Source: an optimization exercise on an open RTL-to-GDS flow (aim: small area, a short achievable clock period and few clock cycles per item). Production flows keep margins and buffers that such runs may drop. Only simulation tests tie the RTL to the original design; equivalence was not proved.

## ladder_core
module ladder_core (
    input  wire        clk,
    input  wire        rst,        
    input  wire        in_valid,
    output wire        in_ready,
    input  wire [31:0] x,          
    input  wire [31:0] ec,         
    input  wire [31:0] rr,         
    output reg         out_valid,
    output wire [31:0] y           
);
For scale: ~8300 cells after synthesis, ~430 flip-flops, ~130 I/O pins, roughly 56000 µm² of cells after synthesis.
clock: 22.0 ns
lec_check: 0
abc_area: 1
cap_margin: 50
core_margin: 2
core_utilization: 55
slew_margin: 70
run.sh (not shown) runs the stock make flow with config.mk's settings and CLKGATE_MAP_FILE= SYNTH_SCRIPT=/design/flow/synth_recipe.tcl, a recipe that flattens the netlist after the stock synthesis.
Testbench counts at the start, summed over its fixed seeds: cycles 41,632, items 3,200.
Edit:
--- a/flow/design.v
+++ b/flow/design.v
@@ -59,30 +59,30 @@
     wire [25:0] w  = left ? pl[47:22] : pr[47:22];
     wire        st22 = left ? ({1'b0, tzs} + {2'b0, lshf} < 7'd22)
                             : ({1'b0, tzs} < 7'd22 + {2'b0, rshf});
     wire signed [10:0] e0 = left ? (eraw - $signed({6'd0, lshf})) : 11'sd1;
     reg  [7:0]  efield;
     reg  [22:0] frac;
     reg         g, s, ovf;
-    wire [30:0] mag;
-    ks_add #(.W(31)) u_rnd (.a({efield, frac}), .b(31'd0), .ci(g & (s | frac[0])), .s(mag), .co());
+    reg  [30:0] mag;
     always @* begin
         if (w[25]) begin
             efield = e0[7:0] + 8'd1;
             frac   = w[24:2];
             g      = w[1];
             s      = w[0] | st22;
             ovf    = (e0 >= 11'sd254);
         end else begin
             efield = w[24] ? e0[7:0] : 8'd0;
             frac   = w[23:1];
             g      = w[0];
             s      = st22;
             ovf    = (e0 >= 11'sd255);
         end
+        mag = {efield, frac} + {30'd0, (g & (s | frac[0]))};
         if (a_nan || b_nan || (a_inf && b_zero) || (b_inf && a_zero))
             y = 32'h7FC00000;
         else if (a_inf || b_inf || ovf)
             y = {sy, 8'hFF, 23'd0};
         else if (a_zero || b_zero)
             y = {sy, 31'd0};
         else
@@ -775,15 +775,15 @@
     wire t616 = (t522 & t523) | (1'b1 & (t522 ^ t523));
     wire t617 = t524 ^ t525 ^ q12[22];
     wire t618 = (t524 & t525) | (q12[22] & (t524 ^ t525));
     wire t619 = t526 ^ t527 ^ 1'b1;
     wire t620 = (t526 & t527) | (1'b1 & (t526 ^ t527));
     wire [47:0] r0 = {t618, t616, t614, t612, t610, t608, t606, t604, t602, t600, t598, t596, t594, t592, t590, t588, t586, t584, t582, t580, t578, t576, t574, t572, t570, t568, t566, t564, t562, t560, t558, t556, t554, t552, t550, t548, t546, t544, t542, t540, t538, t536, t534, t532, t530, t529, q0[1], q0[0]};
     wire [47:0] r1 = {t619, t617, t615, t613, t611, t609, t607, t605, t603, t601, t599, t597, t595, t593, t591, t589, t587, t585, t583, t581, t579, t577, t575, t573, t571, t569, t567, t565, t563, t561, t559, t557, t555, t553, t551, t549, t547, t545, t543, t541, t539, t537, t535, t533, t531, neg[1], 1'b0, neg[0]};
-    ks_add #(.W(48)) u_cpa (.a(r0), .b(r1), .ci(1'b0), .s(p), .co());
+    assign p = r0 + r1;
 endmodule
 module fp_add (
     input  wire [31:0] a,
     input  wire [31:0] b,
     input  wire        sub,
     output reg  [31:0] y
 );
@@ -831,16 +831,15 @@
             align = {ms[26:1], ms[0] | stk};
         end
     endfunction
     wire [26:0] mb_al = align(mb, dab[7:0]);    
     wire [26:0] ma_al = align(ma, dba[7:0]);    
     wire [26:0] mq_al = bbig ? ma_al : mb_al;
     wire [27:0] mp27 = {1'b0, mp, 3'b000};
-    wire [27:0] fsum;
-    ks_add #(.W(28)) u_fsum (.a(mp27), .b({1'b0, mq_al} ^ {28{eff_sub}}), .ci(eff_sub), .s(fsum), .co());
+    wire [27:0] fsum = eff_sub ? (mp27 - {1'b0, mq_al}) : (mp27 + {1'b0, mq_al});
     reg  [26:0] fn;
     reg  [8:0]  fe;
     always @* begin
         if (fsum[27]) begin
             fn = {fsum[27:2], fsum[1] | fsum[0]};
             fe = {1'b0, ep} + 9'd1;
         end else if (fsum[26] || ep == 8'd1) begin
@@ -874,16 +873,15 @@
     wire [26:0] nn  = {rn, 2'b00};
     wire [8:0]  ne  = {1'b0, ep} - {4'd0, shl};
     wire [26:0] n  = near ? nn : fn;
     wire [8:0]  e  = near ? ne : fe;
     wire        sr = near ? nsgn : sp;
     wire [7:0]  efield = n[26] ? e[7:0] : 8'd0;
     wire        rnd = n[2] & (n[1] | n[0] | n[3]);
-    wire [30:0] mag;
-    ks_add #(.W(31)) u_rnd (.a({efield, n[25:3]}), .b(31'd0), .ci(rnd), .s(mag), .co());
+    wire [30:0] mag = {efield, n[25:3]} + {30'd0, rnd};
     wire        zero = near & d0 & (ma == mb);
     wire        ovf  = ~near & (e >= 9'd255);
     always @* begin
         if (a_nan || b_nan || (a_inf && b_inf && (a[31] != bb[31])))
             y = 32'h7FC00000;
         else if (a_inf)
             y = a;
@@ -893,45 +891,14 @@
             y = {(a[31] & bb[31]), 31'd0};
         else if (ovf)
             y = {sr, 8'hFF, 23'd0};
         else
             y = {sr, mag};
     end
 endmodule
-module ks_add #(
-    parameter W = 8
-) (
-    input  wire [W-1:0] a,
-    input  wire [W-1:0] b,
-    input  wire         ci,
-    output wire [W-1:0] s,
-    output wire         co
-);
-    localparam L = (W >= 64) ? 7 : (W >= 32) ? 6 : (W >= 16) ? 5 : (W >= 8) ? 4 : 3;
-    wire [W:0] g [0:L];
-    wire [W:0] p [0:L];
-    assign g[0] = {a & b, ci};
-    assign p[0] = {a ^ b, 1'b0};
-    genvar k, i;
-    generate
-        for (k = 0; k < L; k = k + 1) begin : g_lvl
-            for (i = 0; i <= W; i = i + 1) begin : g_bit
-                if (i >= (1 << k)) begin : g_op
-                    assign g[k+1][i] = g[k][i] | (p[k][i] & g[k][i-(1<<k)]);
-                    assign p[k+1][i] = p[k][i] & p[k][i-(1<<k)];
-                end else begin : g_pass
-                    assign g[k+1][i] = g[k][i];
-                    assign p[k+1][i] = p[k][i];
-                end
-            end
-        end
-    endgenerate
-    assign s  = (a ^ b) ^ g[L][W-1:0];
-    assign co = g[L][W];
-endmodule
 module ladder_core (
     input  wire        clk,
     input  wire        rst,        
     input  wire        in_valid,
     output wire        in_ready,
     input  wire [31:0] x,          
     input  wire [31:0] ec,         
What happened:
- cell count rises by a few percent
- utilization rises by 0.57 points
- clock-buffer cell count rises by 2
- maximum frequency falls by a little under a tenth
- die area rises slightly
- area after synthesis rises slightly
- clock skew falls by 0.012 ns
- design area rises by a few percent
- via count rises by a few percent
Testbench counts after the change, summed over its fixed seeds: cycles 41,632, items 3,200.

port drivers added, routing unchanged:
How much do the figures lean on ideal ports? The routed layouts below were timed once more, with nothing changed but the port constraints. Step 1, drivers: a clkbuf_16 drives clk and a buf_2 each remaining input, both assumed. Step 2 also shifts input and output timing later by t, the mid clock arrival at the registers, as if the neighbouring blocks saw the same clock. Slacks: no drivers / after step 1 / after step 2; pairs: no drivers / after step 1.
run	t, ns	setup WS [ns]	worst data-port slew with drivers (ns)
the first run	0.643	11.666 / 11.666 / 11.666	0.09
the second run	0.625	10.695 / 10.695 / 10.695	0.07
After both steps every run listed still meets setup and hold.
